This design comes from an exercise in tuning for small area, a short achievable clock period and few clock cycles on the open sky130 flow, not from production work. Where RTL was checked, it was by simulation tests only, not by an equivalence proof against the original. No activity file was given, so power comes from the tool's default toggle rates.

== the baseline ==
// evt_agg_enc
module evt_agg_enc (
    input  wire        clk,
    input  wire        rst,
    input  wire        cmd_valid,
    output wire        cmd_ready,
    input  wire [31:0] cmd,
    output reg         pkt_valid,
    output reg  [76:0] pkt
);
    localparam CAP = 64;
    localparam KW  = 12;            
    assign cmd_ready = 1'b1;
    wire is_set_mode = (cmd & 32'hFFFF_FFFC) == 32'h2000_0000;
    wire is_inject   = (cmd & 32'hFFFE_8080) == 32'h3000_0000;
    reg  [1:0] mode;                
    reg  [13:0] in_pack;
    always @(*) begin
        case (mode)
            2'd0:    in_pack = {cmd[14:8], cmd[6:0]};
            2'd1:    in_pack = {2'b00, cmd[14:9], cmd[6:1]};
            2'd2:    in_pack = {4'b0000, cmd[14:10], cmd[6:2]};
            default: in_pack = {6'b000000, cmd[14:11], cmd[6:3]};
        endcase
    end
    reg         r_inj, r_clr;
    reg  [1:0]  r_mode;
    reg  [13:0] r_pack;
    reg         r_p;
    always @(posedge clk) begin
        if (rst) begin
            mode  <= 2'd0;
            r_inj <= 1'b0;
            r_clr <= 1'b0;
        end else begin
            r_inj <= cmd_valid & is_inject;
            r_clr <= cmd_valid & is_set_mode & (cmd[1:0] != mode);
            if (cmd_valid & is_set_mode)
                mode <= cmd[1:0];
        end
        r_mode <= mode;
        r_pack <= in_pack;
        r_p    <= cmd[16];
    end
    reg  [CAP-1:0] occ;
    reg  [KW-1:0]  skey [0:CAP-1];
    reg  [CAP-1:0] sp;
    reg         k_inj, k_clr, q_inj, q_clr, d_inj, d_clr;
    reg  [1:0]  k_mode, q_mode, d_mode;
    reg  [13:0] k_pack, q_pack, d_pack;
    reg         k_p, q_p, d_p;
    reg  [CAP-1:0] k_match, q_match, d_match;
    reg  [2:0]  k_s, q_s, d_s;      
    reg  [CAP-1:0] match;
    integer i;
    always @(*) begin
        for (i = 0; i < CAP; i = i + 1)
            match[i] = occ[i] & (skey[i] == r_pack[KW-1:0]);
    end
    always @(posedge clk) begin
        if (rst) begin
            k_inj <= 1'b0;
            k_clr <= 1'b0;
        end else begin
  ...
For scale: ~1300 flip-flops, roughly 110 I/O pins.
clock: 13.0 ns
lec_check: 0
cap_margin: 30
core_margin: 2
core_utilization: 40
cts_cluster_diameter: 60
cts_cluster_size: 30
slew_margin: 20
standard.sh (not shown) runs the stock make flow with config.mk's settings and CLKGATE_MAP_FILE= SYNTH_SCRIPT=/design/flow/synth_recipe.tcl, a recipe that flattens the netlist after the stock synthesis.
==> flow/flow/run.sh <==
#!/bin/bash
# Standard ORFS layout, with repair_timing asked to leave a larger setup
# margin than the 13 ns constraint needs, so that the design is optimised
# for speed. The SDC and every other setting stay the standard flow's own.
set -o pipefail
bash standard.sh SETUP_SLACK_MARGIN=9.5 finish > standard_flow.log 2>&1
Testbench counts of the baseline, summed over its fixed seeds: cycles 10,360.
Input-level comparison between the candidate and the baseline:
- CTS_CLUSTER_SIZE changed from 30 to 40
- CORE_UTILIZATION changed from 40 to 60
- CTS_BUF_LIST newly set to sky130_fd_sc_hd__clkbuf_16
==> flow/flow/run.sh <==
#!/bin/bash
# Standard ORFS layout, with repair_timing asked to leave a larger setup
# margin than the 13 ns constraint needs, so that the design is optimised
# for speed, and clock tree synthesis without dummy balancing loads.
# The SDC and every other setting stay the standard flow's own.
set -o pipefail
bash standard.sh SETUP_SLACK_MARGIN=9.5 \
  "CTS_ARGS=-sink_clustering_enable -repair_clock_nets -sink_clustering_size 40 -sink_clustering_max_diameter 60 -buf_list sky130_fd_sc_hd__clkbuf_16 -dont_use_dummy_load" \
  finish > standard_flow.log 2>&1
Results
Total power came out lower on the candidate than on the baseline.
The candidate vs the baseline: switching component of the power down in the candidate
The candidate drops more vias than the baseline.
In the candidate, count of clock-buffer cells in the layout is lower than in the baseline.
Cell area of the candidate falls short of that of the baseline by a few percent.

* * *

evt_agg_enc again, from the RTL that the note above started with.
==> flow/design.v (excerpt) <==
module evt_agg_enc (
    input  wire        clk,
    input  wire        rst,
    input  wire        cmd_valid,
    output wire        cmd_ready,
    input  wire [31:0] cmd,
    output reg         pkt_valid,
    output reg  [76:0] pkt
);
==> flow/config.mk <==
export PLATFORM = sky130hd
export DESIGN_NAME = evt_agg_enc
export DESIGN_NICKNAME = evt_agg_enc
export VERILOG_FILES = /design/flow/design.v
export SDC_FILE = /design/flow/constraint.sdc
export NUM_CORES = 4
export LEC_CHECK = 0
export CAP_MARGIN = 30
export CORE_MARGIN = 2
export CORE_UTILIZATION = 70
export CTS_BUF_LIST = sky130_fd_sc_hd__clkbuf_16
export CTS_CLUSTER_DIAMETER = 60
export CTS_CLUSTER_SIZE = 40
export SLEW_MARGIN = 20
==> flow/constraint.sdc <==
create_clock -name core_clock -period 13.0 [get_ports {clk}]
set_input_delay 2.6000 -clock core_clock [delete_from_list [all_inputs] [get_ports {clk}]]
set_output_delay 2.6000 -clock core_clock [all_outputs]
set_load 0.01 [all_outputs]
==> flow/flow/run.sh <==
#!/bin/bash
# Standard ORFS layout, with repair_timing asked to leave a larger setup
# margin than the 13 ns constraint needs, so that the design is optimised
# for speed. The SDC and every other setting stay the standard flow's own.
set -o pipefail
bash standard.sh SETUP_SLACK_MARGIN=9.5 finish > standard_flow.log 2>&1
The starting point produced a clean layout.
Testbench counts at the start, summed over its fixed seeds: cycles 10,360.
Then changed:
--- a/flow/config.mk
+++ b/flow/config.mk
@@ -8 +8 @@
-export CAP_MARGIN = 30
+export CAP_MARGIN = 20
@@ -10,4 +10 @@
-export CORE_UTILIZATION = 70
-export CTS_BUF_LIST = sky130_fd_sc_hd__clkbuf_16
-export CTS_CLUSTER_DIAMETER = 60
-export CTS_CLUSTER_SIZE = 40
+export CORE_UTILIZATION = 40
=> The changed run completed without violations. Via count came out lower by about 2%. Worst setup slack gets worse by 0.0042 ns. Routed wire length rises by about 5%. Final cell count climbs by about 17%. Final area climbs by about 5.5%. Clock skew went down by 0.011 ns. Clock power went up by 43%. Sequential share of layout area fell by 3.0 points. Synthesized area stays the same. Sequential power is about the same.
Then changed:
--- a/flow/config.mk
+++ b/flow/config.mk
@@ -8 +8,2 @@
-export CAP_MARGIN = 20
+export ABC_AREA = 1
+export CAP_MARGIN = 30
@@ -10,0 +12,3 @@
+export CTS_BUF_LIST = sky130_fd_sc_hd__clkbuf_16
+export CTS_CLUSTER_DIAMETER = 60
+export CTS_CLUSTER_SIZE = 40
Outcome:
- via count increases by about a fifth
- cell area decreases slightly
- non-clock buffer count increases by 7
- clock skew increases by 0.019 ns
- global-route usage increases by 3.9 points
Then changed:
==> flow/flow/run.sh (replaced) <==
#!/bin/bash
# Standard ORFS layout, with repair_timing asked to leave a larger setup
# margin than the 13 ns constraint needs, so that the design is optimised
# for speed, and clock tree synthesis without dummy balancing loads.
# The SDC and every other setting stay the standard flow's own.
set -o pipefail
bash standard.sh SETUP_SLACK_MARGIN=9.5 \
  "CTS_ARGS=-sink_clustering_enable -repair_clock_nets -sink_clustering_size 40 -sink_clustering_max_diameter 60 -buf_list sky130_fd_sc_hd__clkbuf_16 -dont_use_dummy_load" \
  finish > standard_flow.log 2>&1
--- a/flow/config.mk
+++ b/flow/config.mk
@@ -8 +7,0 @@
-export ABC_AREA = 1
@@ -11 +10 @@
-export CORE_UTILIZATION = 40
+export CORE_UTILIZATION = 60
@@ -14,0 +14 @@
+export GPL_TIMING_DRIVEN = 0
What happened:
- setup slack improved by 0.072 ns
- register-to-register slack is about the same
- wire length fell by 7.4%
- design area fell by 1.1%
- cell count fell by 18%
- power fell by 9.0%
- via count fell by 13%
- core utilization rose by 24 points
- sequential power barely changes

* * *

evt_agg_enc again, from the RTL that the note above started with.
clock: 13.0 ns
lec_check: 0
cap_margin: 30
core_margin: 2
core_utilization: 40
cts_buf_list: sky130_fd_sc_hd__clkbuf_16
cts_cluster_diameter: 60
cts_cluster_size: 40
slew_margin: 20
==> flow/flow/run.sh <==
#!/bin/bash
# Standard ORFS layout, with repair_timing asked to leave a larger setup
# margin than the 13 ns constraint needs, so that the design is optimised
# for speed. The SDC and every other setting stay the standard flow's own.
set -o pipefail
bash standard.sh SETUP_SLACK_MARGIN=9.5 finish > standard_flow.log 2>&1
The baseline completed with no timing, DRC or antenna violations.
Testbench counts at the start, summed over its fixed seeds: cycles 10,360.
Change:
--- a/flow/flow/run.sh
+++ b/flow/flow/run.sh
@@ -5,2 +5,2 @@
 set -o pipefail
-bash standard.sh SETUP_SLACK_MARGIN=9.5 finish > standard_flow.log 2>&1
+bash standard.sh SETUP_SLACK_MARGIN=9.3 finish > standard_flow.log 2>&1
- CORE_UTILIZATION: 40 -> 60
=> The changed run passed the timing, design-rule and antenna checks. Global-route usage grows by 11 points. Core utilization grows by 21 points. Cell area shrinks by a few percent. Non-clock buffer count shrinks by 68. Setup slack loses 0.035 ns. Worst hold slack loses 0.0084 ns. Cell count shrinks by roughly a tenth. Clock power shrinks by a few percent. Wire length shrinks by a few percent. Critical path depth is unchanged. Sequential share of layout area grows by 1.7 points.
Change:
==> flow/run.sh (new file) <==
#!/bin/bash
# synth_recipe.tcl (not shown) runs the flow's synth.tcl, then flattens the netlist and writes it again
# the make line also repeats each setting of config.mk as NAME=value (left out here)
make -C /OpenROAD-flow-scripts/flow DESIGN_CONFIG=/design/flow/config.mk WORK_HOME=/design/flow/orfs CLKGATE_MAP_FILE= SYNTH_SCRIPT=/design/flow/synth_recipe.tcl finish
- CAP_MARGIN: 30 -> 20
- CORE_UTILIZATION: 60 -> 40
- CTS_BUF_LIST: sky130_fd_sc_hd__clkbuf_16 -> default
- CTS_CLUSTER_DIAMETER: 60 -> default
- CTS_CLUSTER_SIZE: 40 -> default
removed: flow/flow/run.sh
removed: flow/standard.sh
Routed wire length fell by a few percent.
Total power goes up by a little under a tenth.
Core utilization shrinks by 22 points.
Setup slack loses 0.67 ns.
Global-route usage drops by 12 points.
Change:
==> flow/flow/run.sh (new file) <==
#!/bin/bash
# Standard ORFS layout, with repair_timing asked to leave a larger setup
# margin than the 13 ns constraint needs, so that the design is optimised
# for speed, and clock tree synthesis without dummy balancing loads.
# The SDC and every other setting stay the standard flow's own.
set -o pipefail
bash standard.sh SETUP_SLACK_MARGIN=9.65 \
  "CTS_ARGS=-sink_clustering_enable -repair_clock_nets -sink_clustering_size 40 -sink_clustering_max_diameter 60 -buf_list sky130_fd_sc_hd__clkbuf_16 -dont_use_dummy_load" \
  finish > standard_flow.log 2>&1
==> flow/standard.sh (new file) <==
#!/bin/bash
# synth_recipe.tcl (not shown) runs the flow's synth.tcl, then flattens the netlist and writes it again
# the make line also repeats each setting of config.mk as NAME=value (left out here)
make -C /OpenROAD-flow-scripts/flow DESIGN_CONFIG=/design/flow/config.mk WORK_HOME=/design/flow/orfs CLKGATE_MAP_FILE= SYNTH_SCRIPT=/design/flow/synth_recipe.tcl "${@:-finish}"
- CAP_MARGIN: 20 -> 30
- CORE_UTILIZATION: 40 -> 60
- CTS_BUF_LIST: default -> sky130_fd_sc_hd__clkbuf_16
- CTS_CLUSTER_DIAMETER: default -> 60
- CTS_CLUSTER_SIZE: default -> 40
removed: flow/run.sh
=> Synthesized area stays the same. Wire length went up by 12%. Synthesized cell count does not change.
Change:
--- a/flow/flow/run.sh
+++ b/flow/flow/run.sh
@@ -6,4 +6,4 @@
 set -o pipefail
-bash standard.sh SETUP_SLACK_MARGIN=9.65 \
-  "CTS_ARGS=-sink_clustering_enable -repair_clock_nets -sink_clustering_size 40 -sink_clustering_max_diameter 60 -buf_list sky130_fd_sc_hd__clkbuf_16 -dont_use_dummy_load" \
+bash standard.sh SETUP_SLACK_MARGIN=9.5 \
+  "CTS_ARGS=-sink_clustering_enable -repair_clock_nets -sink_clustering_size 35 -sink_clustering_max_diameter 68 -buf_list sky130_fd_sc_hd__clkbuf_16 -dont_use_dummy_load" \
   finish > standard_flow.log 2>&1
Outcome: Die area is unchanged; critical path depth goes down by 11; worst setup slack improves by 0.17 ns; cell area fell by 3.4%; maximum frequency rose by 4.5%; area after synthesis does not change; power goes down by 4.7%; flip-flop and latch count does not change; worst hold slack gets worse by 0.020 ns.

* * *

Another version of the RTL of evt_agg_enc (not shown whole).
Size: ~1100 flip-flops, ~110 I/O pins.
==> flow/config.mk <==
export PLATFORM = sky130hd
export DESIGN_NAME = evt_agg_enc
export DESIGN_NICKNAME = evt_agg_enc
export VERILOG_FILES = /design/flow/design.v
export SDC_FILE = /design/flow/constraint.sdc
export NUM_CORES = 4
export LEC_CHECK = 0
export CAP_MARGIN = 20
export CORE_MARGIN = 2
export CORE_UTILIZATION = 40
export SLEW_MARGIN = 20
==> flow/constraint.sdc <==
create_clock -name core_clock -period 13.0 [get_ports {clk}]
set_input_delay 2.6000 -clock core_clock [delete_from_list [all_inputs] [get_ports {clk}]]
set_output_delay 2.6000 -clock core_clock [all_outputs]
set_load 0.01 [all_outputs]
run.sh (not shown) runs the stock make flow with config.mk's settings and CLKGATE_MAP_FILE= SYNTH_SCRIPT=/design/flow/synth_recipe.tcl, a recipe that flattens the netlist after the stock synthesis.
Stock flow here: none of the scripts above is used.
Rerun with:
==> flow/flow/run.sh (new file) <==
#!/bin/bash
# Standard ORFS layout, with repair_timing asked to leave a larger setup
# margin than the 13 ns constraint needs, so that the design is optimised
# for speed. The SDC and every other setting stay the standard flow's own.
set -o pipefail
bash standard.sh SETUP_SLACK_MARGIN=9 finish > standard_flow.log 2>&1
==> flow/standard.sh (new file) <==
#!/bin/bash
# synth_recipe.tcl (not shown) runs the flow's synth.tcl, then flattens the netlist and writes it again
# the make line also repeats each setting of config.mk as NAME=value (left out here)
make -C /OpenROAD-flow-scripts/flow DESIGN_CONFIG=/design/flow/config.mk WORK_HOME=/design/flow/orfs CLKGATE_MAP_FILE= SYNTH_SCRIPT=/design/flow/synth_recipe.tcl "${@:-finish}"
removed: flow/run.sh
What happened: The changed run completed without violations; die area is unchanged; wire length is higher by 9.9%; sequential power hardly moves; count of clock-buffer cells in the layout went down by 12; worst setup slack gains 1.5 ns; sequential share of layout area is lower by 3.5 points; final area climbs by 6.8%; utilization is higher by 3.1 points.
No functional check of the RTL was part of any run of this note.

* * *

alpha:
RTL: one of the versions met above, not the one the previous note started from.
For scale: roughly 4100 cells after synthesis, roughly 1300 flip-flops, roughly 110 I/O pins, about 54000 sq um of cells after synthesis.
clock: 13.0 ns
lec_check: 0
cap_margin: 30
core_margin: 2
core_utilization: 60
cts_buf_list: sky130_fd_sc_hd__clkbuf_16
cts_cluster_diameter: 60
cts_cluster_size: 40
slew_margin: 20
standard.sh (not shown) runs the stock make flow with config.mk's settings and CLKGATE_MAP_FILE= SYNTH_SCRIPT=/design/flow/synth_recipe.tcl, a recipe that flattens the netlist after the stock synthesis.
==> flow/flow/run.sh <==
#!/bin/bash
# Standard ORFS layout, with repair_timing asked to leave a larger setup
# margin than the 13 ns constraint needs, so that the design is optimised
# for speed, and clock tree synthesis without dummy balancing loads.
# The SDC and every other setting stay the standard flow's own.
set -o pipefail
bash standard.sh SETUP_SLACK_MARGIN=9.4 \
  "CTS_ARGS=-sink_clustering_enable -repair_clock_nets -sink_clustering_size 40 -sink_clustering_max_diameter 60 -buf_list sky130_fd_sc_hd__clkbuf_16 -dont_use_dummy_load" \
  finish > standard_flow.log 2>&1
alpha: flow completed, timing, DRC and antenna clean
Testbench counts of alpha, summed over its fixed seeds: cycles 10,360.
--- input diff alpha..beta ---
Settings: removing CTS_CLUSTER_DIAMETER (formerly 60); changing CTS_BUF_LIST from sky130_fd_sc_hd__clkbuf_16 to sky130_fd_sc_hd__clkbuf_8; changing CORE_UTILIZATION from 60 to 40; changing CTS_CLUSTER_SIZE from 40 to 25.
==> flow/flow/run.sh <==
#!/bin/bash
# Standard ORFS layout, with repair_timing asked to leave a larger setup
# margin than the 13 ns constraint needs, so that the design is optimised
# for speed. The SDC and every other setting stay the standard flow's own.
set -o pipefail
bash standard.sh SETUP_SLACK_MARGIN=9.5 finish > standard_flow.log 2>&1
Notes after the runs:
- beta finished every step from synthesis to the final layout, and the layout passed the timing, design-rule and antenna checks.
- alpha went all the way through synthesis, placement and routing and the layout is clean on timing, DRC and antenna.
- Taking alpha as the reference, in beta wire length on met3 now sits lower, register fraction of the total cell area moved down, worst path setup slack after routing now sits lower.
## Diff of input files: gamma against beta
Settings: changing CTS_BUF_LIST from sky130_fd_sc_hd__clkbuf_8 to sky130_fd_sc_hd__clkbuf_16; setting CTS_CLUSTER_DIAMETER to 60 for the first time; changing CTS_CLUSTER_SIZE from 25 to 40; changing CORE_UTILIZATION from 40 to 65.
==> flow/flow/run.sh <==
#!/bin/bash
# Standard ORFS layout, with repair_timing asked to leave a larger setup
# margin than the 13 ns constraint needs, so that the design is optimised
# for speed, and clock tree synthesis without dummy balancing loads.
# The SDC and every other setting stay the standard flow's own.
set -o pipefail
bash standard.sh SETUP_SLACK_MARGIN=9.5 \
  "CTS_ARGS=-sink_clustering_enable -repair_clock_nets -sink_clustering_size 40 -sink_clustering_max_diameter 60 -buf_list sky130_fd_sc_hd__clkbuf_16 -dont_use_dummy_load" \
  finish > standard_flow.log 2>&1
--- outcome ---
- beta: done, clean on timing, DRC and antenna
- gamma finished every step from synthesis to the final layout, and the layout passed the timing, design-rule and antenna checks.
- Run comparison: gamma slowest library cell on the worst path fa_2; beta slowest library cell on the worst path dfxtp_1
- Of gamma and beta, the lower sequential share of power belongs to beta.
- Changes observed in gamma relative to beta: multi-input logic area fell 180 sq um, final cell count fell about 17%, final worst-path setup slack rose 260 ps, first-iteration DRC count rose 34%, leakage power of the design fell 7.4%.
- gamma vs beta — minimum clock period after layout dropped 260 ps.
- gamma against beta: final wirelength went down about 6%; relative area change from synthesis to final layout dropped 6.4 points.

## separate check: timing with driven ports
How much do the figures lean on ideal ports? The routed layouts below were timed once more, with nothing changed but the port constraints. Step 1 (the two cells are an assumption about what drives the block):
set clk [get_ports {clk}]
set_driving_cell -lib_cell sky130_fd_sc_hd__clkbuf_16 $clk
set_driving_cell -lib_cell sky130_fd_sc_hd__buf_2 [delete_from_list [all_inputs] $clk]
Step 2 also shifts input and output timing later by t, the mid clock arrival at the registers, as if the neighbouring blocks saw the same clock. Slacks: ideal / step 1 / step 2; pairs: ideal / step 1.
run | shift t [ns] | slack for setup (ns) | hold slack, ns | worst setup path after step 2 | clock arrival spread, ns
the baseline | 0.779 | 9.246 / 9.171 / 8.832 | 0.328 / 0.328 / 0.328 | input to register | 0.034 / 0.034
the candidate | 0.742 | 9.292 / 9.218 / 8.856 | 0.320 / 0.320 / 0.320 | input to register | 0.066 / 0.066
the first run of note 2 | 0.724 | 9.201 / 9.201 / 8.802 | 0.325 / 0.325 / 0.325 | input to register | 0.046 / 0.046
the second run of note 2 | 0.843 | 9.197 / 9.123 / 8.751 | 0.318 / 0.318 / 0.318 | input to register | 0.036 / 0.036
the third run of note 2 | 0.840 | 9.209 / 9.129 / 8.787 | 0.298 / 0.298 / 0.298 | input to register | 0.053 / 0.054
the fourth run of note 2 | 0.746 | 9.281 / 9.225 / 8.815 | 0.311 / 0.311 / 0.311 | input to register | 0.106 / 0.107
the first run of note 3 | 0.782 | 9.243 / 9.167 / 8.830 | 0.328 / 0.328 / 0.328 | input to register | 0.038 / 0.037
the second run of note 3 | 0.772 | 9.208 / 9.137 / 8.657 | 0.320 / 0.320 / 0.320 | input to register | 0.033 / 0.033
the third run of note 3 | 0.816 | 8.541 / 8.541 / 8.094 | 0.321 / 0.321 / 0.321 | input to register | 0.032 / 0.033
the fourth run of note 3 | 0.740 | 9.140 / 9.140 / 9.017 | 0.291 / 0.291 / 0.291 | input to register | 0.069 / 0.069
the fifth run of note 3 | 0.714 | 9.306 / 9.234 / 8.890 | 0.271 / 0.271 / 0.271 | input to register | 0.089 / 0.088
the first run of note 4 | 0.790 | 6.636 / 6.636 / 6.636 | 0.326 / 0.326 / 0.326 | register to register | 0.031 / 0.031
the second run of note 4 | 0.786 | 8.176 / 8.176 / 8.176 | 0.326 / 0.326 / 0.326 | register to register | 0.075 / 0.075
alpha | 0.742 | 9.243 / 9.172 / 8.750 | 0.303 / 0.303 / 0.303 | input to register | 0.074 / 0.074
beta | 1.004 | 9.011 / 8.943 / 8.650 | 0.300 / 0.300 / 0.300 | input to register | 0.053 / 0.053
gamma | 0.714 | 9.271 / 9.207 / 8.802 | 0.289 / 0.289 / 0.289 | input to register | 0.076 / 0.076
After both steps setup and hold are still met in every run listed. For the second run of note 3, which loses most, drivers alone change the setup slack by -0.071 ns; drivers and shift together by -0.551 ns.
